What follows belongs to an exercise in optimizing a design on an open flow for small area, a short achievable clock period and few clock cycles; a production flow would make more cautious choices. At most, simulation tests tie the RTL to the original design; equivalence was not proved. No functional check of the RTL was part of run 1. No activity file was given, so power comes from the tool's default toggle rates.

--- design/flow/run.sh ---
#!/bin/bash
# synth_recipe.tcl (not shown) runs the flow's synth.tcl, then flattens the netlist and writes it again
# the make line also repeats each setting of config.mk as NAME=value (left out here)
make -C /OpenROAD-flow-scripts/flow DESIGN_CONFIG=/design/flow/config.mk WORK_HOME=/design/flow/orfs CLKGATE_MAP_FILE= SYNTH_SCRIPT=/design/flow/synth_recipe.tcl finish
--- design/flow/design.v ---
module gbgr_calc (
    input  wire        clk,
    input  wire        rst,           
    input  wire        start,         
    input  wire        op,            
    input  wire [1:0]  cadence_sel,   
    input  wire        fs_wr,
    input  wire        f0_wr,
    input  wire        f1_wr,
    input  wire        pps_wr,
    input  wire        period_wr,
    input  wire        defp_wr,
    input  wire [63:0] fs,
    input  wire [63:0] f0,
    input  wire [63:0] f1,
    input  wire [63:0] pps,
    input  wire [63:0] period,
    input  wire [63:0] defp,
    output wire        busy,
    output reg         done,
    output reg         ok,
    output reg         err_config,
    output reg         err_invalid,
    output reg         err_range,
    output wire [31:0] ftw0,
    output wire [31:0] ftw1,
    output wire [63:0] period_res,
    output wire [63:0] s2s
);
    localparam integer K   = 2;                     
    localparam integer KW  = 6;                     
    localparam integer NF  = (56 + K - 1) / K;      
    localparam integer SF  = NF * K;                
    localparam integer NM  = (53 + K - 1) / K;      
    localparam integer THI = 116 - NM * K - K;      
    localparam integer PLO = THI - 53;              
    localparam [4:0] S_IDLE  = 5'd0,
                     S_DIV   = 5'd1,
                     S_FIN   = 5'd2,
                     S_NORMD = 5'd3,
                     S_NORMR = 5'd4,
                     S_RQ1   = 5'd5,
                     S_SUBN  = 5'd6,
                     S_RQ2   = 5'd7,
                     S_TSH   = 5'd8,
                     S_TFIN  = 5'd9,
                     S_PENC  = 5'd10,
                     S_NORMM = 5'd11,
                     S_MUL   = 5'd12,
                     S_PRND  = 5'd13,
                     S_PSH   = 5'd14,
                     S_PFIN  = 5'd15,
                     S_PREP  = 5'd16;
    function f_zero;
        input [63:0] w;
        f_zero = (w[62:0] == 63'd0);
    endfunction
    function f_finite;
        input [63:0] w;
        f_finite = (w[62:52] != 11'h7FF);
    endfunction
    function f_nan;
        input [63:0] w;
        f_nan = (w[62:52] == 11'h7FF) && (w[51:0] != 52'd0);
    endfunction
    function f_pos;
        input [63:0] w;
        f_pos = !w[63] && !f_zero(w) && !f_nan(w);
    endfunction
    function f_inf;
        input [63:0] w;
        f_inf = (w[62:52] == 11'h7FF) && (w[51:0] == 52'd0);
    endfunction
    function [52:0] f_sig;
        input [63:0] w;
        f_sig = {(w[62:52] != 11'd0), w[51:0]};
    endfunction
    function signed [12:0] f_exp;
        input [63:0] w;
        f_exp = (w[62:52] == 11'd0) ? -13'sd1022
                                    : $signed({2'b00, w[62:52]}) - 13'sd1023;
    endfunction
    function [10:0] f_bexp;
        input [63:0] w;
        f_bexp = (w[62:52] == 11'd0) ? 11'd1 : w[62:52];
    endfunction
    reg  [4:0]  state;
    reg  [1:0]  ph;           
    reg         full;         
    reg         first;        
    reg         pend;         
    reg         pph;          
    reg         sg0, sg1;     
    reg         fz;           
    reg         subq;         
    reg         g, st;        
    reg         phi;          
    reg  signed [12:0] ex;    
    reg  signed [12:0] eb;    
    reg  [10:0] xa0, xa1;     
    reg  [10:0] xfs;          
    reg         fz0, fz1;     
    reg         op_r, s0_r;   
    reg         c_ok, c_cfg, c_inv, c_rinf, c_dsub, c_msub, c_fssub;
    reg         c_triv, c_big;    
    reg  signed [7:0]  cnt;
    reg  [63:0] R;
    reg  [63:0] Q;
    reg  [52:0] D;
    reg  [63:0] B;
    reg         busy_r;
    assign busy       = busy_r;
    assign s2s        = R;
    assign period_res = Q;
    assign ftw0       = B[63:32];
    assign ftw1       = B[31:0];
    reg         m_div, m_mul, m_add;
    reg         dinv;
    reg  [54:0] D3;
    reg         d3v;              
    wire [52:0] d_true = D ^ {53{dinv}};
    wire [54:0] d3_true = {2'b00, d_true} + {1'b0, d_true, 1'b0};
    reg  [63:0] inc_vec;
    reg  [63:0] inc_mask;
    wire [63:0] y1 = {dinv, dinv, D, {9{dinv}}};
    wire [63:0] y2 = {dinv, D, {10{dinv}}};
    wire [63:0] y3 = {D3, {9{dinv}}};
    wire [65:0] t1w = {1'b0, R, 1'b1} + {1'b0, y1, dinv};
    wire [65:0] t2w = {1'b0, R, 1'b1} + {1'b0, y2, dinv};
    wire [65:0] t3w = {1'b0, R, 1'b1} + {1'b0, y3, dinv};
    wire [64:0] t1 = t1w[65:1];
    wire [64:0] t2 = t2w[65:1];
    wire [64:0] t3 = t3w[65:1];
    wire [1:0]  qd = t3[64] ? 2'd3 : t2[64] ? 2'd2 : t1[64] ? 2'd1 : 2'd0;
    wire [K-1:0] qb = qd;
    wire [55:0] b_ext = {3'b000, B[52:0]};
    wire [1:0]  b_dig = b_ext[2*cnt[4:0] +: 2];
    wire [1:0]  rq = m_mul ? b_dig : qd;
    reg  [7:0]  b_tz;
    integer     z;
    always @(*) begin
        b_tz = NM - 1;
        for (z = NM - 2; z >= 0; z = z - 1)
            if (b_ext[2*z +: 2] != 2'd0)
                b_tz = z;
    end
    reg  [63:0] r_out;
    always @(*) begin
        case (rq)
            2'd0: r_out = R;
            2'd1: r_out = t1[63:0];
            2'd2: r_out = t2[63:0];
            default: r_out = t3[63:0];
        endcase
    end
    wire [63:0] r_inc = (sh_r + inc_vec) & inc_mask;
    wire fs_ok = fs_wr && f_finite(fs) && f_pos(fs);
    wire [63:0]        dvin   = (op && cadence_sel[0]) ? pps : fs;
    reg  [1:0]  ld_ph;
    reg         ld_full;
    wire [63:0] fsel_w  = ld_ph[0] ? f1 : f0;
    wire signed [12:0] ld_ea  = (ld_ph == 2'd2) ? 13'sd1023 :
                                $signed({2'b00, ld_ph[0] ? xa1 : xa0});
    wire signed [12:0] ld_e0  = ld_ea - eb;
    wire [10:0]        bx_dv  = f_bexp(dvin);
    wire               ld_pad = !ld_full && (state != S_IDLE) && ld_e0[0];
    wire signed [12:0] ld_tot = (ld_e0 + 13'sd34 + KW + $signed({12'd0, ld_pad})) >>> 1;
    wire [52:0]        ld_sig = (ld_ph == 2'd2) ? {1'b1, 52'd0} : f_sig(fsel_w);
    wire [63:0]        ld_r   = {1'b0, ld_sig, 10'd0} >> ld_pad;
    wire               ld_z   = (state == S_IDLE) ? f_zero(f0) :
                                (ld_ph != 2'd2) && (ld_ph[0] ? fz1 : fz0);
    wire [31:0] fq_k   = Q[KW+32:KW+1];
    wire        fq_g   = Q[KW];
    wire [KW-1:0] fq_w = Q[KW-1:0];
    wire        fq_bad = fq_g ? (fq_w == {KW{1'b0}}) : (fq_w == {KW{1'b1}});
    wire        fq_s   = pph ? sg1 : sg0;
    wire        sl_r   = g & (st | R[0]);
    wire        sl_s   = ph[0] ? sg1 : sg0;
    wire        ftw_fast = pend;
    wire [31:0] ftw_k  = ftw_fast ? fq_k : R[31:0];
    wire        ftw_r  = ftw_fast ? fq_g : sl_r;
    wire        ftw_sg = ftw_fast ? fq_s : sl_s;
    wire [31:0] ftw_v  = (ftw_k ^ {32{ftw_sg}}) + {31'd0, ftw_r ^ ftw_sg};
    wire        lead   = Q[SF-1];
    wire [52:0] fm_m   = lead ? Q[SF-1:SF-53] : Q[SF-2:SF-54];
    wire        fm_rb  = lead ? Q[SF-54] : Q[SF-55];
    reg         fm_st;
    integer     m;
    always @(*) begin
        fm_st = (R != 64'd0);
        for (m = 0; m < SF - 55; m = m + 1)
            fm_st = fm_st | Q[m];
        if (lead)
            fm_st = fm_st | Q[SF-55];
    end
    wire        p_hi   = R[THI];
    wire        p_inc  = p_hi ? (R[PLO] & (st | (R[PLO-1:0] != 0) | R[PLO+1]))
                              : (R[PLO-1] & (st | (R[PLO-2:0] != 0) | R[PLO+1]));
    reg  [2:0]  sh_sel;       
    reg  signed [7:0] sh_n;
    always @(*) begin
        if (state == S_NORMR)    begin sh_sel = 3'd5; sh_n = -8'sd1; end
        else if (state == S_SUBN || state == S_PREP) begin sh_sel = 3'd1; sh_n = 8'sd1; end
        else if (state != S_TSH && state != S_PSH) begin sh_sel = 3'd0; sh_n = 8'sd0; end
        else if (cnt >= 8'sd32)       begin sh_sel = 3'd4; sh_n = 8'sd32; end
        else if (cnt >= 8'sd8)   begin sh_sel = 3'd3; sh_n = 8'sd8;  end
        else if (cnt >= K)       begin sh_sel = 3'd2; sh_n = K;      end
        else if (cnt >= 8'sd1)   begin sh_sel = 3'd1; sh_n = 8'sd1;  end
        else if (cnt < 8'sd0)    begin sh_sel = 3'd5; sh_n = -8'sd1; end
        else                     begin sh_sel = 3'd0; sh_n = 8'sd0;  end
    end
    reg  [63:0] sh_r;
    reg         sh_g, sh_st;
    always @(*) begin
        case (sh_sel)
            3'd1: begin sh_r = R >> 1;  sh_g = R[0];   sh_st = st | g; end
            3'd2: begin sh_r = R >> K;  sh_g = R[K-1]; sh_st = st | g | ((R & ((64'd1 << (K-1)) - 1)) != 0); end
            3'd3: begin sh_r = R >> 8;  sh_g = R[7];   sh_st = st | g | (R[6:0] != 0); end
            3'd4: begin sh_r = R >> 32; sh_g = R[31];  sh_st = st | g | (R[30:0] != 0); end
            3'd5: begin sh_r = R << 1;  sh_g = g;      sh_st = st; end
            default: begin sh_r = R;    sh_g = g;      sh_st = st; end
        endcase
    end
    wire signed [7:0] cnt_next = cnt - sh_n;
    wire tune_pre = fs_ok && f0_wr && f_finite(f0) && f1_wr && f_finite(f1);
    reg [63:0] rv;
    reg        rv_wr;
    reg        rv_inf;
    always @(*) begin
        if (cadence_sel[0])      begin rv = pps;    rv_wr = pps_wr;    end
        else if (cadence_sel[1]) begin rv = period; rv_wr = period_wr; end
        else                     begin rv = defp;   rv_wr = defp_wr;   end
        rv_inf = f_inf(rv);
    end
    wire r_cfg = !rv_wr || !fs_ok;
    wire r_inv = rv_wr && !f_pos(rv);
    wire signed [12:0] pe_e   = ex + $signed({12'd0, R[53]});
    wire [10:0]        pe_exp = subq ? {10'd0, R[52]} : pe_e[10:0] + 11'd1023;
    wire               pe_inf = !subq && (pe_e > 13'sd1023);
    wire signed [12:0] pe_eu  = subq ? -13'sd1022 : pe_e;
    always @(*) begin
        inc_vec  = 64'd0;
        inc_mask = {64{1'b1}};
        if (state == S_PRND) begin
            if (p_hi) begin
                inc_vec[PLO+1]  = p_inc;
                inc_mask = {64{1'b1}} << (PLO + 1);
            end else begin
                inc_vec[PLO]  = p_inc;
                inc_mask = {64{1'b1}} << PLO;
            end
        end else begin
            inc_vec[0] = sh_g & (sh_st | sh_r[0]);
        end
    end
    always @(*) begin
        ld_ph   = 2'd0;
        ld_full = 1'b0;
        case (state)
            S_IDLE:  begin ld_ph = op ? 2'd2 : 2'd0; ld_full = op; end
            S_DIV:   begin
                if (pend && fq_bad)        begin ld_ph = {1'b0, pph}; ld_full = 1'b1; end
                else if (first && !c_triv) begin ld_ph = ph; ld_full = 1'b1; end
                else                       begin ld_ph = 2'd1; ld_full = 1'b0; end
            end
            S_FIN:   begin ld_ph = {1'b0, pph}; ld_full = 1'b1; end
            S_NORMD: begin ld_ph = ph; ld_full = (ph == 2'd2); end
            S_TFIN:  begin ld_ph = 2'd1; ld_full = 1'b0; end
            default: begin ld_ph = ph; ld_full = full; end
        endcase
    end
    reg [4:0] ns;
    localparam [2:0] RS_HOLD = 3'd0, RS_LD = 3'd1, RS_ZERO = 3'd2, RS_DIV = 3'd3,
                     RS_MUL = 3'd4, RS_INC = 3'd5, RS_FM = 3'd6, RS_SH = 3'd7;
    localparam [2:0] QS_HOLD = 3'd0, QS_LD = 3'd1, QS_DIV0 = 3'd2, QS_DIV = 3'd3, QS_ENC = 3'd4;
    localparam [2:0] DS_HOLD = 3'd0, DS_LD = 3'd1, DS_ND = 3'd2, DS_FS = 3'd3, DS_NM = 3'd4;
    localparam [1:0] BS_HOLD = 2'd0, BS_FTW = 2'd1, BS_ZERO = 2'd2, BS_FULL = 2'd3;
    localparam [1:0] BF_LD = 2'd0, BF_ENC = 2'd1, BF_NM = 2'd2, BF_MUL = 2'd3;
    reg [2:0] rsel, qsel, dsel;
    reg [1:0] bhi, blo, bfs;
    reg [63:0] b_full;
    task do_load;
        begin
            rsel = RS_LD;
            ex    <= ld_e0;
            ph    <= ld_ph;
            full  <= ld_full;
            first <= !ld_full;
            fz    <= ld_z;
            cnt   <= ld_full ? NF - 1 : ld_tot[7:0] - 8'sd1;
            c_triv <= ld_z || (ld_e0 < -13'sd33);
            c_big  <= (ld_e0 > 13'sd19 - KW);
            if (ld_full && (ld_ph != 2'd2) && (fsel_w[62:52] == 11'd0))
                ns = S_NORMR;
            else
                ns = S_DIV;
        end
    endtask
    task finish;
        input f_ok, f_cfg, f_inv, f_rng;
        begin
            ok          <= f_ok;
            err_config  <= f_cfg;
            err_invalid <= f_inv;
            err_range   <= f_rng;
            done        <= 1'b1;
            ns = S_IDLE;
        end
    endtask
    always @(posedge clk) begin
        ns = state;
        rsel = RS_HOLD;
        qsel = QS_HOLD;
        dsel = DS_HOLD;
        bhi = BS_HOLD;
        blo = BS_HOLD;
        bfs = BF_LD;
        begin
            done <= 1'b0;
            pend <= 1'b0;
            if (pend && !fq_bad) begin
                if (pph) blo = BS_FTW;
                else     bhi = BS_FTW;
            end
            case (state)
                S_IDLE: begin
                    if (start) begin
                        sg0  <= f0[63];
                        sg1  <= f1[63];
                        g    <= 1'b0;
                        st   <= 1'b0;
                        subq <= 1'b0;
                        do_load;
                        dsel = DS_LD;
                        eb   <= $signed({2'b00, bx_dv});
                        xa0  <= op ? f_bexp(rv) : f_bexp(f0);
                        xa1  <= f_bexp(f1);
                        xfs  <= f_bexp(fs);
                        fz0  <= f_zero(f0);
                        fz1  <= f_zero(f1);
                        op_r <= op;
                        s0_r <= cadence_sel[0];
                        c_ok   <= tune_pre;
                        c_cfg  <= r_cfg;
                        c_inv  <= r_inv;
                        c_rinf <= rv_inf;
                        c_dsub <= (dvin[62:52] == 11'd0);
                        c_msub <= (rv[62:52] == 11'd0) || (fs[62:52] == 11'd0);
                        c_fssub <= (fs[62:52] == 11'd0);
                        qsel = QS_LD;
                        bhi = BS_FULL; blo = BS_FULL; bfs = BF_LD;
                        ns = S_PREP;
                    end
                end
                S_PREP: begin
                    if (!op_r) begin
                        ex <= ld_e0;
                        cnt <= ld_tot[7:0] - 8'sd1;
                        c_triv <= ld_z || (ld_e0 < -13'sd33);
                        c_big  <= (ld_e0 > 13'sd19 - KW);
                        if (ld_e0[0])
                            rsel = RS_SH;      
                        if (!c_ok)
                            finish(1'b0, 1'b1, 1'b0, 1'b0);
                        else if (c_dsub)
                            ns = S_NORMD;
                        else
                            ns = S_DIV;
                    end else if (c_cfg || c_inv) begin
                        finish(1'b0, c_cfg, c_inv, 1'b0);
                    end else if (s0_r) begin
                        ex <= ld_e0;
                        if (c_rinf) begin
                            rsel = RS_ZERO;
                            finish(1'b1, 1'b0, 1'b0, 1'b0);
                        end else if (c_dsub)
                            ns = S_NORMD;
                        else
                            ns = S_DIV;
                    end else begin
                        rsel = RS_ZERO;
                        ex   <= $signed({2'b00, xa0}) + $signed({2'b00, xfs}) - 13'sd2046;
                        cnt  <= b_tz;
                        if (c_rinf)
                            finish(1'b0, 1'b0, 1'b0, 1'b1);
                        else if (c_msub)
                            ns = S_NORMM;
                        else
                            ns = S_MUL;
                    end
                end
                S_NORMD: begin
                    if (D[52]) begin
                        dsel = DS_ND;
                        eb <= eb - 13'sd1;
                    end else begin
                        do_load;
                    end
                end
                S_NORMR: begin
                    if (!R[62]) begin
                        rsel = RS_SH;
                        ex <= ex - 13'sd1;
                    end else begin
                        ns = S_DIV;
                    end
                end
                S_DIV: begin
                    if (d3v) begin
                        rsel = RS_DIV;
                        qsel = first ? QS_DIV0 : QS_DIV;
                        cnt <= cnt - 8'sd1;
                        first <= 1'b0;
                        if (pend && fq_bad) begin
                            do_load;
                        end else if (first) begin
                            if (c_triv) begin
                                if (ph[0]) begin
                                    blo = BS_ZERO;
                                    ns = S_FIN;
                                end else begin
                                    bhi = BS_ZERO;
                                    do_load;       
                                end
                            end else if (c_big) begin
                                do_load;           
                            end
                        end else if (cnt == 8'sd0) begin
                            if (full) begin
                                ns = S_RQ1;
                            end else begin
                                pend <= 1'b1;
                                pph  <= ph[0];
                                if (ph[0])
                                    ns = S_FIN;
                                else
                                    do_load;       
                            end
                        end
                    end
                end
                S_FIN: begin
                    if (pend && fq_bad)
                        do_load;
                    else
                        finish(1'b1, 1'b0, 1'b0, 1'b0);
                end
                S_RQ1: begin
                    rsel = RS_FM;
                    g  <= fm_rb;
                    st <= fm_st;
                    ex <= ex - 13'sd1 + $signed({12'd0, lead});
                    if (ph == 2'd2 && (ex - 13'sd1 + $signed({12'd0, lead})) < -13'sd1022)
                        ns = S_SUBN;
                    else
                        ns = S_RQ2;
                end
                S_SUBN: begin
                    subq <= 1'b1;
                    if (ex < -13'sd1022) begin
                        rsel = RS_SH;
                        g  <= R[0];
                        st <= st | g;
                        ex <= ex + 13'sd1;
                    end else begin
                        ns = S_RQ2;
                    end
                end
                S_RQ2: begin
                    rsel = RS_INC;
                    g  <= 1'b0;
                    st <= 1'b0;
                    if (ph == 2'd2) begin
                        ns = S_PENC;
                    end else begin
                        cnt   <= 8'sd20 - ex[7:0];
                        ns = S_TSH;
                        if (ex > 13'sd51)
                            cnt <= 8'sd0;
                    end
                end
                S_TSH: begin
                    if (ex + $signed({12'd0, R[53]}) > 13'sd1023) begin
                        finish(1'b0, 1'b1, 1'b0, 1'b0);
                    end else begin
                        if (ex > 13'sd51)
                            rsel = RS_ZERO;
                        else
                            rsel = RS_SH;
                        ex  <= 13'sd0;
                        g   <= sh_g;
                        st  <= sh_st;
                        cnt <= cnt_next;
                        if (cnt_next == 8'sd0 || ex > 13'sd51)
                            ns = S_TFIN;
                    end
                end
                S_TFIN: begin
                    if (ph[0]) begin
                        blo = BS_FTW;
                        finish(1'b1, 1'b0, 1'b0, 1'b0);
                    end else begin
                        bhi = BS_FTW;
                        do_load;               
                    end
                end
                S_PENC: begin
                    if (pe_inf) begin
                        finish(1'b0, 1'b0, 1'b0, 1'b1);
                    end else begin
                        qsel = QS_ENC;
                        bhi = BS_FULL; blo = BS_FULL; bfs = BF_ENC;
                        dsel = DS_FS;
                        ex  <= pe_eu + $signed({2'b00, xfs}) - 13'sd1023;
                        rsel = RS_ZERO;
                        st  <= 1'b0;
                        cnt <= NM - 1;
                        if (pe_exp == 11'd0 || c_fssub)
                            ns = S_NORMM;
                        else
                            ns = S_MUL;
                    end
                end
                S_NORMM: begin
                    if (!D[52] || !B[52]) begin
                        if (!D[52]) dsel = DS_NM;
                        if (!B[52]) begin bhi = BS_FULL; blo = BS_FULL; bfs = BF_NM; end
                        ex <= ex - $signed({12'd0, !D[52]}) - $signed({12'd0, !B[52]});
                    end else begin
                        cnt <= b_tz;
                        ns = S_MUL;
                    end
                end
                S_MUL: begin
                    if (d3v) begin
                        rsel = RS_MUL;
                        st  <= st | ((r_out & ((64'd1 << K) - 1)) != 0);
                        cnt <= cnt + 8'sd1;
                        if (cnt == NM - 1)
                            ns = S_PRND;
                    end else begin
                        cnt <= b_tz;
                    end
                end
                S_PRND: begin
                    rsel = RS_INC;
                    phi <= p_hi;
                    ex  <= ex + $signed({12'd0, p_hi});
                    g   <= 1'b0;
                    st  <= 1'b0;
                    first <= 1'b1;
                    cnt <= (ex < -13'sd2) ? 8'sd0 : (PLO + 52 - ex[7:0]);
                    ns = S_PSH;
                end
                S_PSH: begin
                    first <= 1'b0;
                    if (first && (ex + $signed({12'd0, (phi ? R[PLO+54] : R[PLO+53])}) > 13'sd62)) begin
                        finish(1'b0, 1'b0, 1'b0, 1'b1);
                    end else if (first && ex < -13'sd1) begin
                        rsel = RS_ZERO;
                        finish(1'b1, 1'b0, 1'b0, 1'b0);
                    end else begin
                        rsel = RS_SH;
                        g   <= sh_g;
                        st  <= sh_st;
                        cnt <= cnt_next;
                        if (cnt_next == 8'sd0) begin
                            rsel = RS_INC;
                            finish(1'b1, 1'b0, 1'b0, 1'b0);
                        end
                    end
                end
                S_PFIN: begin
                    rsel = RS_INC;
                    finish(1'b1, 1'b0, 1'b0, 1'b0);
                end
                default: ns = S_IDLE;
            endcase
        end
        if (rst) begin
            ns = S_IDLE;
            done <= 1'b0;
            pend <= 1'b0;
        end
        case (rsel)
            RS_LD:   R <= ld_r;
            RS_ZERO: R <= 64'd0;
            RS_DIV:  R <= r_out << K;
            RS_MUL:  R <= r_out >> K;
            RS_INC:  R <= r_inc;
            RS_FM:   R <= {11'd0, fm_m};
            RS_SH:   R <= sh_r;
            default: ;
        endcase
        case (qsel)
            QS_LD:   Q <= cadence_sel[0] ? 64'd0 : rv;
            QS_DIV0: Q <= {{(64-K){1'b0}}, qb};
            QS_DIV:  Q <= {Q[63-K:0], qb};
            QS_ENC:  Q <= {1'b0, pe_exp, R[51:0]};
            default: ;
        endcase
        case (dsel)
            DS_LD:   begin
                D    <= (op && cadence_sel[0]) ? ~f_sig(pps) : (op ? f_sig(rv) : ~f_sig(fs));
                dinv <= !(op && !cadence_sel[0]);
            end
            DS_ND:   D <= {D[51:0], 1'b1};
            DS_FS:   begin D <= {(pe_exp != 11'd0), R[51:0]}; dinv <= 1'b0; end
            DS_NM:   D <= D << 1;
            default: ;
        endcase
        D3  <= d3_true ^ {55{dinv}};
        d3v <= (dsel == DS_HOLD);
        case (bfs)
            BF_LD:   b_full = {11'd0, f_sig(fs)};
            BF_ENC:  b_full = {11'd0, f_sig(fs)};
            BF_NM:   b_full = B << 1;
            default: b_full = B >> K;
        endcase
        case (bhi)
            BS_FTW:  B[63:32] <= ftw_v;
            BS_ZERO: B[63:32] <= 32'd0;
            BS_FULL: B[63:32] <= b_full[63:32];
            default: ;
        endcase
        case (blo)
            BS_FTW:  B[31:0] <= ftw_v;
            BS_ZERO: B[31:0] <= 32'd0;
            BS_FULL: B[31:0] <= b_full[31:0];
            default: ;
        endcase
        state  <= ns;
        busy_r <= (ns != S_IDLE);
        m_div  <= (ns == S_DIV);
        m_mul  <= (ns == S_MUL);
        m_add  <= (ns == S_RQ2) || (ns == S_PRND) || (ns == S_PFIN);
    end
endmodule
--- design/flow/config.mk ---
export PLATFORM = sky130hd
export DESIGN_NAME = gbgr_calc
export DESIGN_NICKNAME = gbgr_calc
export VERILOG_FILES = /design/flow/design.v
export SDC_FILE = /design/flow/constraint.sdc
export NUM_CORES = 4
export LEC_CHECK = 0
export CAP_MARGIN = 20
export CORE_MARGIN = 2
export CORE_UTILIZATION = 40
export PLACE_DENSITY = 0.6
export SLEW_MARGIN = 20
--- design/flow/constraint.sdc ---
create_clock -name core_clock -period 18.0 [get_ports {clk}]
set_input_delay 3.6000 -clock core_clock [delete_from_list [all_inputs] [get_ports {clk}]]
set_output_delay 3.6000 -clock core_clock [all_outputs]
set_load 0.01 [all_outputs]
==> results_dict.tcl, run 1 <==
set metrics [dict create \
    setup-tns-final_ns 0 \
    clock_transition_at_the_registers_of_the_reported_paths_ns 0.07 \
    synth.cell_area_um2 53600 \
    critical_path.max_fanout 35 \
    vdd_ir_drop_max_mv 0.09699 \
    report.power.total_uw 7647 \
    maxSlewHeadroom_pct 14.44 \
    timing.hold.ws_ns 0.5497 \
    gr-usage-met1_pct 54.77 \
    status "complete, no violations" \
    fin_crit_sh_pct 42.77 \
    core_area_um2 133300 \
    chipWidth_um 370.0 \
    gpl.final_weighted_congestion 1.068 \
    cts-htree-levels 2 \
    synth.yosys.seq_area_share_pct 21.53 \
    finClkSkew_ns 0.03045 \
    fin_crit_ns 7.698 \
    crit_required_ns 18.40 \
    fp.dieH_um 370.0 \
    power_frac_seq_pct 19.6 \
    yosys.area_share.adder_pct 6.985 \
    worstHoldPathType "flop to flop" \
    grt.met3_usage_pct 11.84 \
    post_synth_mux_area_share_pct 6.688 \
    power.share.clock_pct 16.5 \
    post_cts_resized 0 \
    power.share.switching_pct 52.29 \
    critPathLaunchType "flop" \
    areaGrowthSynthToFinish_pct 17.73 \
    critical_path_arrival_ns 8.10 \
    holdBufCountCts 0 \
    worst_setup_end_kind "flop" \
    place_inst 8948 \
    grt_overflow_total 0 \
    detailed_place_hpwl_mm 247.9 \
    power_report.internal_total_uw 3648 \
    drc 0 \
    final_util_pct 47.34 \
    dr_total_vias 63528 \
    pin_count_of_the_biggest_net_entering_global_routing 106 \
    design.final.nets 7928 \
    cts.root.buffer_cell "clkbuf_16" \
    cts.repair_timing.setup_buffer_count 0 \
    final_cell_count_no_fill 9061 \
    clock_latency_ns 0.72 \
    syn_inst 6958 \
    final_layout_size_suffix_gt1_share_pct 6.839 \
    tritoncts.num_buffers 55 \
    static-leakage-power_uw 0.02380 \
    synth_cell_type_count 119 \
    synth-compound-area-share_pct 29.88 \
    ys.flop_type "edfxtp_1" \
    avgSynthCellArea_um2 7.703 \
    timing_max_transition_violations_final 0 \
    ant_nets 0 \
    start_util_pct 40.21 \
    drv_cap 0 \
    switching_power_uw 3999 \
    comb_power_share_pct 63.8 \
    grt_setup_unrepaired "no" \
    rows 134 \
    viasPerCell 7.011 \
    synth-simple-area-share_pct 20.59 \
    report.final.hold_viol_count 0 \
    power_density_nw_per_um2 121.2 \
    cts.sink_count 406 \
    synthArstFlopShare_pct 0 \
    antenna_found_initial 29 \
    die-area_um2 136900 \
    cts_tree "yes" \
    groute.layer.met2.usage_pct 68.64 \
    first_pass_grt_wire_length_mm 441.9 \
    synth_top_family_by_area "compound AO/OA/AOI/OAI gates" \
    yosys_register_bits 406 \
    drtIter0Drc 9769 \
    synth_enable_flop_cells 341 \
    finalSetupViolations 0 \
    busiest_layer "met2" \
    wire_per_inst_um 35.34 \
    place.port_buffers 593 \
    fmaxAchievable_mhz 129.9 \
    drtPass1Iterations 13 \
    vias_in_the_first_global_route 58162 \
    track_usage_pct 44.69 \
    clk_path_buf_depth 3 \
    post_synth_xor_area_fraction_pct 8.414 \
    io-pin-count 594 \
    drt_wl_total_mm 320.2 \
    synth.yosys.warnings 1 \
    syn_nets 7648 \
    worst_pin_slew_ns 1.275 \
    worst-setup-path-type "flop to flop" \
]
worst paths after layout:
path	start	to	slack [ns]	cells after the start
setup / recovery	cnt[1]$_DFFE_PP_	R[48]$_DFFE_PP_	10.30	22
hold / removal	B[53]$_DFFE_PP_	B[54]$_DFFE_PP_	0.55	2
setup reg to reg	cnt[1]$_DFFE_PP_	R[48]$_DFFE_PP_	10.30	22
hold reg to reg	B[53]$_DFFE_PP_	B[54]$_DFFE_PP_	0.55	2
layer usage:
layer,part of all wire [%],vias up
met1,36,30493
met4,8.1,26
met3,12,1078
met2,43,4883
met5,0.071,-
li1,-,27048
registers in the layout, indices dropped and copies added, names as in the netlist, 2 cells and up:
register,cells
B,64
Q,64
R,64
D3,55
D,53
eb,13
ex,13
xa0,11
xa1,11
xfs,11
cnt,8
state,5
ph,2
area by class of cell:
cell class                      count  area, um2
Clock buffer                       59       1391
Antenna cell                       11      27.53
Tap cell                         1768       2212
Clock inverter                     42      578.1
Inverter                          222      833.3
Multi-Input combinational cell   5761      39080
Fill cell                       13330      70190
Timing Repair Buffer              792       7432
Sequential cell                   406      11540
kinds of logic after synthesis:
family / count (synthesis)
AO/OA/AOI/OAI: 2363
XOR/XNOR: 514
adder cells (fa/ha/maj): 296
buffers and inverters: 791
flip-flops: 406
multiplexers: 332
AND/OR/NAND/NOR: 2256
critical path, cell delays in order, from the launching register on:
cell	delay [ns]
edfxtp_1	0.32
buf_4	0.36
inv_1	0.14
ha_1	0.25
nor4b_2	0.19
o2111a_1	0.62
o21ai_4	0.64
nand2_1	0.42
inv_1	0.23
ha_1	0.18
inv_1	0.05
fa_1	0.43
a211o_1	0.33
a21o_1	0.17
a21oi_1	0.17
xnor2_1	0.11
or4_1	0.57
o31a_1	0.30
or2_1	0.23
buf_4	0.25
nor4_2	0.24
nand2_2	0.57
buf_4	0.55
power groups by stage:
stage          clock, uW  combinational [uW]  sequential, uW
2_1_floorplan          0                2890            1400
3_3_place_gp           0                4660            1500
3_5_place_dp           0                4660            1500
4_1_cts             1260                4690            1480
5_1_grt             1290                5090            1500
6_report            1260                4880            1500
through the flow:
| stage | area (um2) | setup slack, ns |
|---|---|---|
| after floorplan | 53600 | 9.860 |
| after global placement | 61080 | 9.944 |
| after detailed placement | 61090 | 9.831 |
| after CTS | 63060 | 10.46 |
| after global routing | 63070 | 10.04 |
| final | 63100 | 10.30 |
cell usage in the layout (no fill, tap or decap), drive strengths merged, types with 109 or more instances in the layout:
| master | n |
|---|---|
| buf | 202 |
| edfxtp | 341 |
| nand3 | 205 |
| a22oi | 128 |
| xor2 | 193 |
| inv | 222 |
| nor4 | 139 |
| a21oi | 520 |
| ha | 288 |
| nor3 | 157 |
| a21o | 121 |
| o21ai | 543 |
| nand4 | 109 |
| mux2i | 267 |
| nand2 | 606 |
| xnor2 | 321 |
| clkdlybuf4s50 | 590 |
| nor2 | 580 |
synth_stat cells (all sizes together) (59+ instances only):
cell / number / area [um2]
a221o: 93 / 930.9
nor3: 157 / 822.0
a221oi: 86 / 753.2
nor2: 580 / 2190
xnor2: 321 / 2819
a211oi: 73 / 548.0
ha: 288 / 3603
buf: 148 / 754.5
edfxtp: 341 / 10240
xor2: 193 / 1690
nand4: 109 / 688.2
a21oi: 520 / 2614
nor2b: 61 / 381.6
a21o: 121 / 908.4
inv: 217 / 814.5
dfxtp: 65 / 1301
nand3: 205 / 1026
nand2: 606 / 2275
nor4: 139 / 918.4
a22oi: 128 / 960.9
or3: 59 / 369.1
o21ai: 543 / 2729
o211ai: 101 / 773.3
clkbuf: 421 / 1582
nand2b: 62 / 387.9
and3: 80 / 500.5
a31oi: 79 / 500.5
mux2i: 267 / 2673
==> run 2: changes to the inputs <==
--- a/design/flow/design.v
+++ b/design/flow/design.v
@@ -102,7 +102,6 @@
     reg         fz0, fz1;     
     reg         op_r, s0_r;   
     reg         c_ok, c_cfg, c_inv, c_rinf, c_dsub, c_msub, c_fssub;
-    reg         c_triv, c_big;    
     reg  signed [7:0]  cnt;
     reg  [63:0] R;
     reg  [63:0] Q;
@@ -125,12 +124,12 @@
     wire [63:0] y1 = {dinv, dinv, D, {9{dinv}}};
     wire [63:0] y2 = {dinv, D, {10{dinv}}};
     wire [63:0] y3 = {D3, {9{dinv}}};
-    wire [65:0] t1w = {1'b0, R, 1'b1} + {1'b0, y1, dinv};
-    wire [65:0] t2w = {1'b0, R, 1'b1} + {1'b0, y2, dinv};
-    wire [65:0] t3w = {1'b0, R, 1'b1} + {1'b0, y3, dinv};
-    wire [64:0] t1 = t1w[65:1];
-    wire [64:0] t2 = t2w[65:1];
-    wire [64:0] t3 = t3w[65:1];
+    wire [56:0] t1w = {1'b0, R[63:9], 1'b1} + {1'b0, y1[63:9], dinv};
+    wire [56:0] t2w = {1'b0, R[63:9], 1'b1} + {1'b0, y2[63:9], dinv};
+    wire [56:0] t3w = {1'b0, R[63:9], 1'b1} + {1'b0, y3[63:9], dinv};
+    wire [64:0] t1 = {t1w[56:1], R[8:0]};
+    wire [64:0] t2 = {t2w[56:1], R[8:0]};
+    wire [64:0] t3 = {t3w[56:1], R[8:0]};
     wire [1:0]  qd = t3[64] ? 2'd3 : t2[64] ? 2'd2 : t1[64] ? 2'd1 : 2'd0;
     wire [K-1:0] qb = qd;
     wire [55:0] b_ext = {3'b000, B[52:0]};
@@ -162,9 +161,10 @@
     wire signed [12:0] ld_ea  = (ld_ph == 2'd2) ? 13'sd1023 :
                                 $signed({2'b00, ld_ph[0] ? xa1 : xa0});
     wire signed [12:0] ld_e0  = ld_ea - eb;
+    wire [10:0]        bx_f0  = f_bexp(f0);
     wire [10:0]        bx_dv  = f_bexp(dvin);
-    wire               ld_pad = !ld_full && (state != S_IDLE) && ld_e0[0];
-    wire signed [12:0] ld_tot = (ld_e0 + 13'sd34 + KW + $signed({12'd0, ld_pad})) >>> 1;
+    wire               pad_in = bx_f0[0] ^ bx_dv[0];
+    wire               ld_pad = !ld_full && ((state == S_IDLE) ? pad_in : ld_e0[0]);
     wire [52:0]        ld_sig = (ld_ph == 2'd2) ? {1'b1, 52'd0} : f_sig(fsel_w);
     wire [63:0]        ld_r   = {1'b0, ld_sig, 10'd0} >> ld_pad;
     wire               ld_z   = (state == S_IDLE) ? f_zero(f0) :
@@ -200,7 +200,7 @@
     reg  signed [7:0] sh_n;
     always @(*) begin
         if (state == S_NORMR)    begin sh_sel = 3'd5; sh_n = -8'sd1; end
-        else if (state == S_SUBN || state == S_PREP) begin sh_sel = 3'd1; sh_n = 8'sd1; end
+        else if (state == S_SUBN) begin sh_sel = 3'd1; sh_n = 8'sd1; end
         else if (state != S_TSH && state != S_PSH) begin sh_sel = 3'd0; sh_n = 8'sd0; end
         else if (cnt >= 8'sd32)       begin sh_sel = 3'd4; sh_n = 8'sd32; end
         else if (cnt >= 8'sd8)   begin sh_sel = 3'd3; sh_n = 8'sd8;  end
@@ -234,6 +234,10 @@
     end
     wire r_cfg = !rv_wr || !fs_ok;
     wire r_inv = rv_wr && !f_pos(rv);
+    wire signed [12:0] fd_n   = ex + 13'sd34 + KW;
+    wire signed [12:0] fd_pad = (K - (fd_n % K)) % K;
+    wire signed [12:0] fd_tot = (fd_n + fd_pad) / K;
+    wire               fd_triv = fz || (ex < -13'sd33);
     wire signed [12:0] pe_e   = ex + $signed({12'd0, R[53]});
     wire [10:0]        pe_exp = subq ? {10'd0, R[52]} : pe_e[10:0] + 11'd1023;
     wire               pe_inf = !subq && (pe_e > 13'sd1023);
@@ -260,7 +264,7 @@
             S_IDLE:  begin ld_ph = op ? 2'd2 : 2'd0; ld_full = op; end
             S_DIV:   begin
                 if (pend && fq_bad)        begin ld_ph = {1'b0, pph}; ld_full = 1'b1; end
-                else if (first && !c_triv) begin ld_ph = ph; ld_full = 1'b1; end
+                else if (first && !fd_triv) begin ld_ph = ph; ld_full = 1'b1; end
                 else                       begin ld_ph = 2'd1; ld_full = 1'b0; end
             end
             S_FIN:   begin ld_ph = {1'b0, pph}; ld_full = 1'b1; end
@@ -287,9 +291,7 @@
             full  <= ld_full;
             first <= !ld_full;
             fz    <= ld_z;
-            cnt   <= ld_full ? NF - 1 : ld_tot[7:0] - 8'sd1;
-            c_triv <= ld_z || (ld_e0 < -13'sd33);
-            c_big  <= (ld_e0 > 13'sd19 - KW);
+            cnt   <= NF - 1;
             if (ld_full && (ld_ph != 2'd2) && (fsel_w[62:52] == 11'd0))
                 ns = S_NORMR;
             else
@@ -355,11 +357,6 @@
                 S_PREP: begin
                     if (!op_r) begin
                         ex <= ld_e0;
-                        cnt <= ld_tot[7:0] - 8'sd1;
-                        c_triv <= ld_z || (ld_e0 < -13'sd33);
-                        c_big  <= (ld_e0 > 13'sd19 - KW);
-                        if (ld_e0[0])
-                            rsel = RS_SH;      
                         if (!c_ok)
                             finish(1'b0, 1'b1, 1'b0, 1'b0);
                         else if (c_dsub)
@@ -414,7 +411,7 @@
                         if (pend && fq_bad) begin
                             do_load;
                         end else if (first) begin
-                            if (c_triv) begin
+                            if (fd_triv) begin
                                 if (ph[0]) begin
                                     blo = BS_ZERO;
                                     ns = S_FIN;
@@ -422,8 +419,10 @@
                                     bhi = BS_ZERO;
                                     do_load;       
                                 end
-                            end else if (c_big) begin
+                            end else if (ex > 13'sd19 - KW) begin
                                 do_load;           
+                            end else begin
+                                cnt <= fd_tot[7:0] - 8'sd2;
                             end
                         end else if (cnt == 8'sd0) begin
                             if (full) begin
==> run 2 against run 1 <==
Net effect:
- still clean on timing, DRC and antenna
- first-iteration DRC count increased by 0.19%
- combinational power increased by 15%
- cell count decreased by 5.7%
- clock power decreased by 6%
- die area decreased by 5.4%
- register-to-register slack got worse by 0.08 ns
- routed wire length decreased by 6.3%
- area after synthesis decreased by 5.5%
- clock skew increased by 0.012 ns
- critical path depth decreased by 4
- setup slack got worse by 0.077 ns
- sequential cell count decreased by 1
- critical endpoint is now R[45]$_DFFE_PP_
- largest cell class unchanged
- largest power group unchanged
- highest routed layer unchanged
==> results_dict.tcl, run 2 <==
set metrics [dict create \
    detailed_place_hpwl_mm 234.6 \
    fmaxAchievable_mhz 128.6 \
    synth.yosys.seq_area_share_pct 22.72 \
    vias_in_the_first_global_route 53886 \
    vdd_ir_drop_max_mv 0.1203 \
    top_count_cell_post_synth "nand2_1" \
    cts.repair_timing.setup_buffer_count 0 \
    io-pin-count 594 \
    drc 0 \
    report.power.total_uw 8410 \
    ant_nets 0 \
    track_usage_pct 44.05 \
    grt_setup_unrepaired "no" \
    synth_enable_flop_cells 340 \
    reg2reg_setup_slack_ns 10.23 \
    drtIter0Drc 9788 \
    clock_transition_at_the_registers_of_the_reported_paths_ns 0.06 \
    yosys_register_bits 405 \
    final_layout_size_suffix_gt1_share_pct 7.343 \
    setup-tns-final_ns 0 \
    syn_inst 6471 \
    first_pass_grt_wire_length_mm 413.6 \
    holdBufCountCts 0 \
    avgSynthCellArea_um2 7.829 \
    power.share.clock_pct 14.0 \
    cts.sink_count 405 \
    fp.dieH_um 359.9 \
    maxSlewHeadroom_pct 12.83 \
    grt_overflow_total 0 \
    post_synth_most_frequent_cells "nand2_1, o21ai_0, a21oi_1" \
    start_util_pct 40.29 \
    clk_path_buf_depth 3 \
    min_delay_worst_endpoint "B[61]$_DFFE_PP_" \
    final_cell_mix "clkdlybuf4s50_1, nand2_1, o21ai_0, a21oi_1, nor2_1" \
    critical_path_arrival_ns 8.20 \
    drv_cap 0 \
    static-leakage-power_uw 0.02240 \
    die-area_um2 129500 \
    ys.flop_type "edfxtp_1" \
    finalSetupViolations 0 \
    wire_per_inst_um 35.14 \
    cts.root.buffer_cell "clkbuf_16" \
    gpl.final_weighted_congestion 1.059 \
    finClkSkew_ns 0.04273 \
    library_cell_with_the_largest_summed_area_after_synthesis "edfxtp_1" \
    pin_count_of_the_biggest_net_entering_global_routing 118 \
    core_area_um2 125700 \
    worst-setup-path-type "flop to flop" \
    place_area_um2 58500 \
    cts-htree-levels 2 \
    power_frac_seq_pct 19.5 \
    clock_latency_ns 0.71 \
    antenna_found_initial 19 \
    comb_power_share_pct 66.5 \
    synthArstFlopShare_pct 0 \
    drtPass1Iterations 12 \
    syn_nets 7192 \
    biggestRegsByFlops "B x64, Q x64, R x64" \
    worst_setup_end_kind "flop" \
    viasPerCell 6.928 \
    drt_wl_total_mm 300.2 \
    multi_input_logic_area_um2 36960 \
    hold_start "B[60]$_DFFE_PP_" \
    design.final.nets 7555 \
    switching_power_uw 4505 \
    power_report.internal_total_uw 3905 \
    worst_pin_slew_ns 1.308 \
    fin_crit_ns 7.774 \
    tritoncts.num_buffers 53 \
    layout.filler_cells 12577 \
    synthTopCellsByArea "edfxtp_1, ha_1, xnor2_1" \
    critical_path.max_fanout 35 \
    final_area_um2 60440 \
    synth.yosys.warnings 1 \
    yosysTopAreaCellShare_pct 20.15 \
    worst_r2r_path_depth 18 \
    power_density_nw_per_um2 139.1 \
    areaGrowthSynthToFinish_pct 19.31 \
    rows 130 \
    status "complete, no violations" \
    timing.hold.worst_path_depth 2 \
    power.share.switching_pct 53.57 \
    report.final.hold_viol_count 0 \
    synth_cell_type_count 108 \
    critical_path.reg2reg.startpoint "state[3]$_DFF_P_" \
    timing_max_transition_violations_final 0 \
    fin_crit_sh_pct 43.19 \
    chipWidth_um 359.9 \
    synth.cell_area_um2 50660 \
    dr_total_vias 59181 \
    critPathLaunchType "flop" \
    reg2reg_to "R[45]$_DFFE_PP_" \
    post_cts_resized 0 \
    cts_tree "yes" \
    worstHoldPathType "flop to flop" \
    ff_latch_area_um2 11510 \
    mostFrequentLayoutCell "clkdlybuf4s50_1" \
    crit_required_ns 18.42 \
    place.port_buffers 593 \
]
[run 2: worst max path at each step]
stage,from,end,cells past startpoint
after CTS,state[3]$_DFF_P_,R[55]$_DFFE_PP_,16
after global placement,cadence_sel[0],R[46]$_DFFE_PP_,14
after global routing,op,ex[12]$_DFFE_PP_,19
final,state[3]$_DFF_P_,R[45]$_DFFE_PP_,18
after detailed placement,op,ex[12]$_DFFE_PP_,19
after floorplan,cnt[0]$_DFFE_PP_,R[0]$_DFFE_PP_,21
[run 2: logic make-up (layout without fill, tap and decap cells)]
logic type / count (synthesis) / count (layout) / synth area share [%]
muxes: 289 / 289 / 6.283
other: 0 / 15 / 0
adders and majority gates: 325 / 325 / 8.160
AOI/OAI and AO/OA: 2227 / 2227 / 29.04
and+or+nand+nor: 2053 / 2053 / 19.77
buffers and inverters: 644 / 1050 / 4.885
DFF: 405 / 405 / 22.72
xor gates and xnor gates: 528 / 528 / 9.143
[run 2: area by class of cell]
| cell class | count | area share (%) |
|---|---|---|
| antenna | 15 | 0.06210 |
| clock buffer | 62 | 2.283 |
| clock inverter | 36 | 0.7908 |
| inverter | 172 | 1.070 |
| multi-input combinational | 5422 | 61.15 |
| sequential | 405 | 19.05 |
| tap | 1650 | 3.416 |
| timing repair buffer | 780 | 12.18 |
[run 2: worst max-delay path: stages (launching register included)]
cell and delay [ns]:
dfxtp_1 0.84, or3b_1 0.56, o32ai_4 0.30, buf_4 0.48
and4_1 0.87, inv_2 0.30, ha_1 0.43, nor2b_1 0.17
a221o_1 0.32, a211oi_1 0.29, nand4_1 0.18, a211oi_2 0.36
o311ai_2 0.16, buf_4 0.26, nor4_1 1.05, and2_1 0.27
xnor2_1 0.14, o221ai_1 0.13, a221o_1 0.38
[run 2: per-stage QoR]
step	hold slack, ns	worst slack (ns)	util, %	std cells
after floorplan	0.5009	10.71	-	6471
after global placement	0.5667	9.962	46.53	8427
after detailed placement	0.5614	9.894	46.53	8427
after CTS	0.5688	10.51	48.00	8525
after global routing	0.5842	10.05	48.05	8529
final	0.5739	10.23	48.07	8542
[run 2: routing by layer]
metal  track usage (%)  routed length (um)
met3             14.74               40870
met1             57.52              116000
met2             62.56              121000
met4             26.31               22190
met5                 0                  85
[run 2: power groups by stage]
stage	clock [uW]	combinational, uW	sequential [uW]
after floorplan	0	3300	1500
after global placement	0	5330	1630
after detailed placement	0	5340	1630
after CTS	1180	5380	1620
after global routing	1210	5840	1630
final	1180	5590	1640
Testbench counts of run 2, summed over its fixed seeds: cycles 159,310.
==> run 3: changes to the inputs <==
--- a/design/flow/design.v
+++ b/design/flow/design.v
@@ -28,7 +28,6 @@
     output wire [63:0] s2s
 );
     localparam integer K   = 2;                     
-    localparam integer KW  = 6;                     
     localparam integer NF  = (56 + K - 1) / K;      
     localparam integer SF  = NF * K;                
     localparam integer NM  = (53 + K - 1) / K;      
@@ -95,13 +94,16 @@
     reg         subq;         
     reg         g, st;        
     reg         phi;          
+    reg         pe_big, pe_62, pe_small;    
     reg  signed [12:0] ex;    
     reg  signed [12:0] eb;    
     reg  [10:0] xa0, xa1;     
     reg  [10:0] xfs;          
     reg         fz0, fz1;     
+    reg         sb0, sb1;     
     reg         op_r, s0_r;   
     reg         c_ok, c_cfg, c_inv, c_rinf, c_dsub, c_msub, c_fssub;
+    reg         c_triv, c_big;    
     reg  signed [7:0]  cnt;
     reg  [63:0] R;
     reg  [63:0] Q;
@@ -158,21 +160,31 @@
     reg  [1:0]  ld_ph;
     reg         ld_full;
     wire [63:0] fsel_w  = ld_ph[0] ? f1 : f0;
-    wire signed [12:0] ld_ea  = (ld_ph == 2'd2) ? 13'sd1023 :
-                                $signed({2'b00, ld_ph[0] ? xa1 : xa0});
-    wire signed [12:0] ld_e0  = ld_ea - eb;
-    wire [10:0]        bx_f0  = f_bexp(f0);
+    wire signed [12:0] e0_f0  = $signed({2'b00, xa0}) - eb;
+    wire signed [12:0] e0_f1  = $signed({2'b00, xa1}) - eb;
+    wire signed [12:0] e0_p   = 13'sd1023 - eb;
+    wire signed [12:0] tot_f0 = (e0_f0 + 13'sd34 + $signed({12'd0, e0_f0[0]})) >>> 1;
+    wire signed [12:0] tot_f1 = (e0_f1 + 13'sd34 + $signed({12'd0, e0_f1[0]})) >>> 1;
+    wire               triv_f0 = fz0 || (e0_f0 < -13'sd33);
+    wire               triv_f1 = fz1 || (e0_f1 < -13'sd33);
+    wire               big_f0  = (e0_f0 > 13'sd13);
+    wire               big_f1  = (e0_f1 > 13'sd13);
+    wire signed [12:0] ld_e0  = (ld_ph == 2'd2) ? e0_p : (ld_ph[0] ? e0_f1 : e0_f0);
+    wire signed [12:0] ld_tot = ld_ph[0] ? tot_f1 : tot_f0;
+    wire               ld_tv  = ld_ph[0] ? triv_f1 : triv_f0;
+    wire               ld_bg  = ld_ph[0] ? big_f1 : big_f0;
     wire [10:0]        bx_dv  = f_bexp(dvin);
-    wire               pad_in = bx_f0[0] ^ bx_dv[0];
-    wire               ld_pad = !ld_full && ((state == S_IDLE) ? pad_in : ld_e0[0]);
+    wire               ld_pad = !ld_full && (state != S_IDLE) &&
+                                (ld_ph[0] ? e0_f1[0] : e0_f0[0]);
     wire [52:0]        ld_sig = (ld_ph == 2'd2) ? {1'b1, 52'd0} : f_sig(fsel_w);
     wire [63:0]        ld_r   = {1'b0, ld_sig, 10'd0} >> ld_pad;
     wire               ld_z   = (state == S_IDLE) ? f_zero(f0) :
                                 (ld_ph != 2'd2) && (ld_ph[0] ? fz1 : fz0);
-    wire [31:0] fq_k   = Q[KW+32:KW+1];
-    wire        fq_g   = Q[KW];
-    wire [KW-1:0] fq_w = Q[KW-1:0];
-    wire        fq_bad = fq_g ? (fq_w == {KW{1'b0}}) : (fq_w == {KW{1'b1}});
+    wire [31:0] fq_k   = Q[32:1];
+    wire        fq_g   = Q[0];
+    wire [7:0]  fq_rt  = {1'b0, R[63:57]};           
+    wire [7:0]  fq_d7  = {1'b0, d_true[52:46]};      
+    wire        fq_bad = fq_g ? (R[63:58] == 6'd0) : (fq_rt + 8'd3 > fq_d7);
     wire        fq_s   = pph ? sg1 : sg0;
     wire        sl_r   = g & (st | R[0]);
     wire        sl_s   = ph[0] ? sg1 : sg0;
@@ -196,18 +208,37 @@
     wire        p_hi   = R[THI];
     wire        p_inc  = p_hi ? (R[PLO] & (st | (R[PLO-1:0] != 0) | R[PLO+1]))
                               : (R[PLO-1] & (st | (R[PLO-2:0] != 0) | R[PLO+1]));
-    reg  [2:0]  sh_sel;       
+    function [2:0] pick;
+        input signed [7:0] c;
+        begin
+            if (c >= 8'sd32)      pick = 3'd4;
+            else if (c >= 8'sd8)  pick = 3'd3;
+            else if (c >= K)      pick = 3'd2;
+            else if (c >= 8'sd1)  pick = 3'd1;
+            else if (c < 8'sd0)   pick = 3'd5;
+            else                  pick = 3'd0;
+        end
+    endfunction
+    function signed [7:0] step;
+        input [2:0] p;
+        case (p)
+            3'd4: step = 8'sd32;
+            3'd3: step = 8'sd8;
+            3'd2: step = K;
+            3'd1: step = 8'sd1;
+            3'd5: step = -8'sd1;
+            default: step = 8'sd0;
+        endcase
+    endfunction
+    reg  [2:0]  shs;
+    reg         shl;
+    reg  [2:0]  sh_sel;
     reg  signed [7:0] sh_n;
     always @(*) begin
         if (state == S_NORMR)    begin sh_sel = 3'd5; sh_n = -8'sd1; end
-        else if (state == S_SUBN) begin sh_sel = 3'd1; sh_n = 8'sd1; end
+        else if (state == S_SUBN || state == S_PREP) begin sh_sel = 3'd1; sh_n = 8'sd1; end
         else if (state != S_TSH && state != S_PSH) begin sh_sel = 3'd0; sh_n = 8'sd0; end
-        else if (cnt >= 8'sd32)       begin sh_sel = 3'd4; sh_n = 8'sd32; end
-        else if (cnt >= 8'sd8)   begin sh_sel = 3'd3; sh_n = 8'sd8;  end
-        else if (cnt >= K)       begin sh_sel = 3'd2; sh_n = K;      end
-        else if (cnt >= 8'sd1)   begin sh_sel = 3'd1; sh_n = 8'sd1;  end
-        else if (cnt < 8'sd0)    begin sh_sel = 3'd5; sh_n = -8'sd1; end
-        else                     begin sh_sel = 3'd0; sh_n = 8'sd0;  end
+        else                     begin sh_sel = shs; sh_n = step(shs); end
     end
     reg  [63:0] sh_r;
     reg         sh_g, sh_st;
@@ -222,22 +253,34 @@
         endcase
     end
     wire signed [7:0] cnt_next = cnt - sh_n;
+    wire signed [7:0] cnt_nx = cnt - step(shs);
+    wire [2:0]        nx_shs = pick(cnt_nx);
+    function one_step;
+        input signed [7:0] c;
+        one_step = (c == 8'sd32) || (c == 8'sd8) || (c == K) || (c == 8'sd1) ||
+                   (c == 8'sd0) || (c == -8'sd1);
+    endfunction
+    wire signed [7:0] tq_cnt = (ex > 13'sd51) ? 8'sd0 : (8'sd20 - ex[7:0]);
+    wire signed [7:0] pr_cnt = (ex < -13'sd2) ? 8'sd0 : (PLO + 52 - ex[7:0]);
+    wire signed [7:0] cnt_sh = (state == S_PRND) ? pr_cnt : tq_cnt;
+    wire [2:0]        cs_shs = pick(cnt_sh);
+    wire signed [12:0] pr_ep = ex + $signed({12'd0, p_hi});
     wire tune_pre = fs_ok && f0_wr && f_finite(f0) && f1_wr && f_finite(f1);
     reg [63:0] rv;
     reg        rv_wr;
     reg        rv_inf;
+    reg        rv_pos;
     always @(*) begin
-        if (cadence_sel[0])      begin rv = pps;    rv_wr = pps_wr;    end
-        else if (cadence_sel[1]) begin rv = period; rv_wr = period_wr; end
-        else                     begin rv = defp;   rv_wr = defp_wr;   end
-        rv_inf = f_inf(rv);
+        if (cadence_sel[0]) begin
+            rv = pps;    rv_wr = pps_wr;    rv_inf = f_inf(pps);    rv_pos = f_pos(pps);
+        end else if (cadence_sel[1]) begin
+            rv = period; rv_wr = period_wr; rv_inf = f_inf(period); rv_pos = f_pos(period);
+        end else begin
+            rv = defp;   rv_wr = defp_wr;   rv_inf = f_inf(defp);   rv_pos = f_pos(defp);
+        end
     end
     wire r_cfg = !rv_wr || !fs_ok;
-    wire r_inv = rv_wr && !f_pos(rv);
-    wire signed [12:0] fd_n   = ex + 13'sd34 + KW;
-    wire signed [12:0] fd_pad = (K - (fd_n % K)) % K;
-    wire signed [12:0] fd_tot = (fd_n + fd_pad) / K;
-    wire               fd_triv = fz || (ex < -13'sd33);
+    wire r_inv = rv_wr && !rv_pos;
     wire signed [12:0] pe_e   = ex + $signed({12'd0, R[53]});
     wire [10:0]        pe_exp = subq ? {10'd0, R[52]} : pe_e[10:0] + 11'd1023;
     wire               pe_inf = !subq && (pe_e > 13'sd1023);
@@ -261,13 +304,16 @@
         ld_ph   = 2'd0;
         ld_full = 1'b0;
         case (state)
-            S_IDLE:  begin ld_ph = op ? 2'd2 : 2'd0; ld_full = op; end
+            S_IDLE:  begin ld_ph = 2'd0; ld_full = 1'b0; end
+            S_PREP:  begin ld_ph = op_r ? 2'd2 : 2'd0; ld_full = op_r; end
             S_DIV:   begin
-                if (pend && fq_bad)        begin ld_ph = {1'b0, pph}; ld_full = 1'b1; end
-                else if (first && !fd_triv) begin ld_ph = ph; ld_full = 1'b1; end
+                if (first && !c_triv) begin ld_ph = ph; ld_full = 1'b1; end
                 else                       begin ld_ph = 2'd1; ld_full = 1'b0; end
             end
-            S_FIN:   begin ld_ph = {1'b0, pph}; ld_full = 1'b1; end
+            S_FIN:   begin
+                if (pend && fq_bad) begin ld_ph = {1'b0, pph}; ld_full = 1'b1; end
+                else                begin ld_ph = 2'd1; ld_full = 1'b0; end
+            end
             S_NORMD: begin ld_ph = ph; ld_full = (ph == 2'd2); end
             S_TFIN:  begin ld_ph = 2'd1; ld_full = 1'b0; end
             default: begin ld_ph = ph; ld_full = full; end
@@ -291,8 +337,10 @@
             full  <= ld_full;
             first <= !ld_full;
             fz    <= ld_z;
-            cnt   <= NF - 1;
-            if (ld_full && (ld_ph != 2'd2) && (fsel_w[62:52] == 11'd0))
+            cnt   <= ld_full ? NF - 1 : ld_tot[7:0] - 8'sd1;
+            c_triv <= ld_tv;
+            c_big  <= ld_bg;
+            if (ld_full && (ld_ph != 2'd2) && (ld_ph[0] ? sb1 : sb0))
                 ns = S_NORMR;
             else
                 ns = S_DIV;
@@ -326,37 +374,42 @@
             end
             case (state)
                 S_IDLE: begin
-                    if (start) begin
-                        sg0  <= f0[63];
-                        sg1  <= f1[63];
-                        g    <= 1'b0;
-                        st   <= 1'b0;
-                        subq <= 1'b0;
-                        do_load;
-                        dsel = DS_LD;
-                        eb   <= $signed({2'b00, bx_dv});
-                        xa0  <= op ? f_bexp(rv) : f_bexp(f0);
-                        xa1  <= f_bexp(f1);
-                        xfs  <= f_bexp(fs);
-                        fz0  <= f_zero(f0);
-                        fz1  <= f_zero(f1);
-                        op_r <= op;
-                        s0_r <= cadence_sel[0];
-                        c_ok   <= tune_pre;
-                        c_cfg  <= r_cfg;
-                        c_inv  <= r_inv;
-                        c_rinf <= rv_inf;
-                        c_dsub <= (dvin[62:52] == 11'd0);
-                        c_msub <= (rv[62:52] == 11'd0) || (fs[62:52] == 11'd0);
-                        c_fssub <= (fs[62:52] == 11'd0);
-                        qsel = QS_LD;
-                        bhi = BS_FULL; blo = BS_FULL; bfs = BF_LD;
-                        ns = S_PREP;
-                    end
+                    sg0  <= f0[63];
+                    sg1  <= f1[63];
+                    g    <= 1'b0;
+                    st   <= 1'b0;
+                    subq <= 1'b0;
+                    do_load;
+                    dsel = DS_LD;
+                    eb   <= $signed({2'b00, bx_dv});
+                    xa0  <= op ? f_bexp(rv) : f_bexp(f0);
+                    xa1  <= f_bexp(f1);
+                    xfs  <= f_bexp(fs);
+                    fz0  <= f_zero(f0);
+                    fz1  <= f_zero(f1);
+                    sb0  <= (f0[62:52] == 11'd0);
+                    sb1  <= (f1[62:52] == 11'd0);
+                    op_r <= op;
+                    s0_r <= cadence_sel[0];
+                    c_ok   <= tune_pre;
+                    c_cfg  <= r_cfg;
+                    c_inv  <= r_inv;
+                    c_rinf <= rv_inf;
+                    c_dsub <= (dvin[62:52] == 11'd0);
+                    c_msub <= (rv[62:52] == 11'd0) || (fs[62:52] == 11'd0);
+                    c_fssub <= (fs[62:52] == 11'd0);
+                    qsel = QS_LD;
+                    bhi = BS_FULL; blo = BS_FULL; bfs = BF_LD;
+                    ns = start ? S_PREP : S_IDLE;
                 end
                 S_PREP: begin
                     if (!op_r) begin
                         ex <= ld_e0;
+                        cnt <= ld_tot[7:0] - 8'sd1;
+                        c_triv <= ld_tv;
+                        c_big  <= ld_bg;
+                        if (ld_e0[0])
+                            rsel = RS_SH;      
                         if (!c_ok)
                             finish(1'b0, 1'b1, 1'b0, 1'b0);
                         else if (c_dsub)
@@ -366,14 +419,12 @@
                     end else if (c_cfg || c_inv) begin
                         finish(1'b0, c_cfg, c_inv, 1'b0);
                     end else if (s0_r) begin
-                        ex <= ld_e0;
+                        do_load;               
                         if (c_rinf) begin
                             rsel = RS_ZERO;
                             finish(1'b1, 1'b0, 1'b0, 1'b0);
                         end else if (c_dsub)
                             ns = S_NORMD;
-                        else
-                            ns = S_DIV;
                     end else begin
                         rsel = RS_ZERO;
                         ex   <= $signed({2'b00, xa0}) + $signed({2'b00, xfs}) - 13'sd2046;
@@ -408,39 +459,32 @@
                         qsel = first ? QS_DIV0 : QS_DIV;
                         cnt <= cnt - 8'sd1;
                         first <= 1'b0;
-                        if (pend && fq_bad) begin
-                            do_load;
-                        end else if (first) begin
-                            if (fd_triv) begin
-                                if (ph[0]) begin
-                                    blo = BS_ZERO;
-                                    ns = S_FIN;
-                                end else begin
-                                    bhi = BS_ZERO;
-                                    do_load;       
-                                end
-                            end else if (ex > 13'sd19 - KW) begin
-                                do_load;           
+                        if (first && c_triv) begin
+                            if (ph[0]) begin
+                                blo = BS_ZERO;
+                                ns = S_FIN;
                             end else begin
-                                cnt <= fd_tot[7:0] - 8'sd2;
+                                bhi = BS_ZERO;
+                                do_load;           
                             end
+                        end else if (first && c_big) begin
+                            do_load;               
                         end else if (cnt == 8'sd0) begin
                             if (full) begin
                                 ns = S_RQ1;
                             end else begin
                                 pend <= 1'b1;
                                 pph  <= ph[0];
-                                if (ph[0])
-                                    ns = S_FIN;
-                                else
-                                    do_load;       
+                                ns = S_FIN;
                             end
                         end
                     end
                 end
                 S_FIN: begin
                     if (pend && fq_bad)
-                        do_load;
+                        do_load;               
+                    else if (pend && !pph)
+                        do_load;               
                     else
                         finish(1'b1, 1'b0, 1'b0, 1'b0);
                 end
@@ -472,10 +516,10 @@
                     if (ph == 2'd2) begin
                         ns = S_PENC;
                     end else begin
-                        cnt   <= 8'sd20 - ex[7:0];
+                        cnt   <= tq_cnt;
+                        shs   <= cs_shs;
+                        shl   <= one_step(cnt_sh);
                         ns = S_TSH;
-                        if (ex > 13'sd51)
-                            cnt <= 8'sd0;
                     end
                 end
                 S_TSH: begin
@@ -489,8 +533,10 @@
                         ex  <= 13'sd0;
                         g   <= sh_g;
                         st  <= sh_st;
-                        cnt <= cnt_next;
-                        if (cnt_next == 8'sd0 || ex > 13'sd51)
+                        cnt <= cnt_nx;
+                        shs <= nx_shs;
+                        shl <= one_step(cnt_nx);
+                        if (shl || ex > 13'sd51)
                             ns = S_TFIN;
                     end
                 end
@@ -548,22 +594,29 @@
                     g   <= 1'b0;
                     st  <= 1'b0;
                     first <= 1'b1;
-                    cnt <= (ex < -13'sd2) ? 8'sd0 : (PLO + 52 - ex[7:0]);
+                    cnt <= pr_cnt;
+                    shs <= cs_shs;
+                    shl <= one_step(cnt_sh);
+                    pe_big   <= (pr_ep > 13'sd62);
+                    pe_62    <= (pr_ep == 13'sd62);
+                    pe_small <= (pr_ep < -13'sd1);
                     ns = S_PSH;
                 end
                 S_PSH: begin
                     first <= 1'b0;
-                    if (first && (ex + $signed({12'd0, (phi ? R[PLO+54] : R[PLO+53])}) > 13'sd62)) begin
+                    if (first && (pe_big || (pe_62 && (phi ? R[PLO+54] : R[PLO+53])))) begin
                         finish(1'b0, 1'b0, 1'b0, 1'b1);
-                    end else if (first && ex < -13'sd1) begin
+                    end else if (first && pe_small) begin
                         rsel = RS_ZERO;
                         finish(1'b1, 1'b0, 1'b0, 1'b0);
                     end else begin
                         rsel = RS_SH;
                         g   <= sh_g;
                         st  <= sh_st;
-                        cnt <= cnt_next;
-                        if (cnt_next == 8'sd0) begin
+                        cnt <= cnt_nx;
+                        shs <= nx_shs;
+                        shl <= one_step(cnt_nx);
+                        if (shl) begin
                             rsel = RS_INC;
                             finish(1'b1, 1'b0, 1'b0, 1'b0);
                         end
==> run 3 against run 2 <==
Net effect:
- sequential share of layout area decreased by 0.24 points
- setup slack improved by 0.79 ns
- combinational power decreased by 3%
- area after synthesis increased by 4.7%
- power decreased by 1.0%
- global-route usage decreased by 0.97 points
- routed wire length increased by 1.9%
- fmax increased by 11%
- via count increased by 2.8%
- critical endpoint is now R[31]$_DFFE_PP_
- largest cell class unchanged
- largest power group unchanged
==> results_dict.tcl, run 3 <==
set metrics [dict create \
    timing.critical_path.slowest_stage_cell "a21oi_1" \
    track_usage_pct 43.08 \
    holdBufCountCts 0 \
    critPathLaunchType "flop" \
    ys.flop_type "edfxtp_1" \
    grt_setup_unrepaired "no" \
    hold_start "B[53]$_DFFE_PP_" \
    clk_path_buf_depth 3 \
    place_inst 8943 \
    timing.hold.ws_ns 0.5867 \
    place_area_um2 60840 \
    avgSynthCellArea_um2 7.669 \
    multi_input_logic_area_um2 38630 \
    report.final.hold_viol_count 0 \
    detailed_place_hpwl_mm 240.4 \
    final_cell_mix "nand2_1, a21oi_1, clkdlybuf4s50_1, o21ai_0, nor2_1" \
    worst-setup-path-type "flop to flop" \
    fp.dieH_um 368.1 \
    start_util_pct 40.35 \
    ant_nets 0 \
    library_cell_with_the_largest_summed_area_after_synthesis "edfxtp_1" \
    drt_wl_total_mm 305.9 \
    dr_total_vias 60861 \
    layout.filler_cells 13175 \
    syn_nets 7666 \
    placement.setup.worst_slack_ns 11.08 \
    synth.yosys.seq_area_share_pct 22.27 \
    mostFrequentLayoutCell "nand2_1" \
    static-leakage-power_uw 0.02419 \
    post_cts_resized 0 \
    fmaxAchievable_mhz 143.1 \
    synthTopCellsByArea "edfxtp_1, ha_1, a21oi_1" \
    top_count_cell_post_synth "nand2_1" \
    io-pin-count 594 \
    status "complete, no violations" \
    viasPerCell 6.720 \
    synth.cell_area_um2 53040 \
    biggestRegsByFlops "B x64, Q x64, R x64" \
    synth_enable_flop_cells 350 \
    synth.yosys.warnings 1 \
    final_area_um2 62800 \
    cp.buffers_inverters 3 \
    yosysTopAreaCellShare_pct 19.82 \
    gpl.final_weighted_congestion 1.027 \
    drtPass1Iterations 10 \
    cts.sink_count 415 \
    worstHoldPathType "flop to flop" \
    drc 0 \
    min_delay_worst_endpoint "B[54]$_DFFE_PP_" \
]
[run 3: worst max path at each step]
stage                        from               to  slack (ns)  cells after the start
2_1_floorplan     R[53]$_DFFE_PP_   R[0]$_DFFE_PP_       11.86                     14
3_3_place_gp               fs[56]   c_ok$_DFFE_PP_       11.11                      7
3_5_place_dp       cadence_sel[0]  D[52]$_DFFE_PP_       11.08                     10
4_1_cts           ex[0]$_DFFE_PP_  R[54]$_DFFE_PP_       11.29                     12
5_1_grt        dinv$_SDFFCE_PN0P_  R[31]$_DFFE_PP_       10.85                     17
6_report       dinv$_SDFFCE_PN0P_  R[31]$_DFFE_PP_       11.01                     16
[run 3: worst register-to-register path, delay by kind of cell (launching register included)]
family / cells / cell delay (ns)
AO/OA/AOI/OAI: 6 / 3.41
XOR/XNOR: 1 / 0.49
adder cells (fa/ha/maj): 1 / 0.34
buffers and inverters: 3 / 1.51
flip-flops: 1 / 0.35
AND/OR/NAND/NOR: 5 / 0.62
[run 3: final cells by class]
type	count	share of cell area (%)
clock inverter	36	0.5837
inverter	231	1.383
antenna	7	0.02789
multi-input combinational	5762	61.51
sequential	415	18.81
clock buffer	70	2.464
tap	1755	3.496
timing repair buffer	781	11.73
[run 3: power breakdown]
group | switching [uW] | internal (uW) | total [uW]
logic | 3460 | 1990 | 5450
registers | 353 | 1290 | 1650
clock network | 545 | 682 | 1230
total | 4360 | 3970 | 8320
[run 3: through the flow]
stage	util (%)	power (uW)
2_1_floorplan	-	4958
3_3_place_gp	46.27	6882
3_5_place_dp	46.28	6893
4_1_cts	47.73	8144
5_1_grt	47.77	8702
6_report	47.77	8324
[run 3: cell families (layout without fill, tap and decap cells)]
group	after synthesis	after routing	share of synthesized area [%]
buffers and inverters	739	1118	5.463
and+or+nand+nor	2334	2334	21.46
xor gates and xnor gates	541	541	8.933
muxes	269	269	5.617
adders and majority gates	355	355	8.511
AOI/OAI and AO/OA	2263	2263	27.75
DFF	415	415	22.27
other	0	7	0
[run 3: metal layers]
layer	vias up	routed length, um	track usage [%]
met2	4043	130400	65.19
li1	26740	-	-
met5	-	262	0.9615
met1	29229	116200	53.43
met4	14	23690	28.22
met3	835	35350	11.92
Testbench counts of run 3, summed over its fixed seeds: cycles 150,584.

-- port drivers added, routing unchanged --
In the flow no input, the clock included, has a driving cell. The finished layouts below were timed again as built, in two steps. Step 1 sets driving cells, clkbuf_16 on the clock port and buf_2 on the other inputs (assumed; they add their load-dependent delay and slew). Step 2 also shifts input and output timing later by t, the mid clock arrival at the registers, as if the neighbouring blocks saw the same clock. Three values: no drivers, after step 1, after step 2; two values: the first two.
run	t, ns	setup WS [ns]
run 1	0.798	10.302 / 10.302 / 9.707
run 2	0.772	10.226 / 10.226 / 9.747
run 3	0.809	11.011 / 11.011 / 10.928
After both steps setup and hold are still met in every run listed.
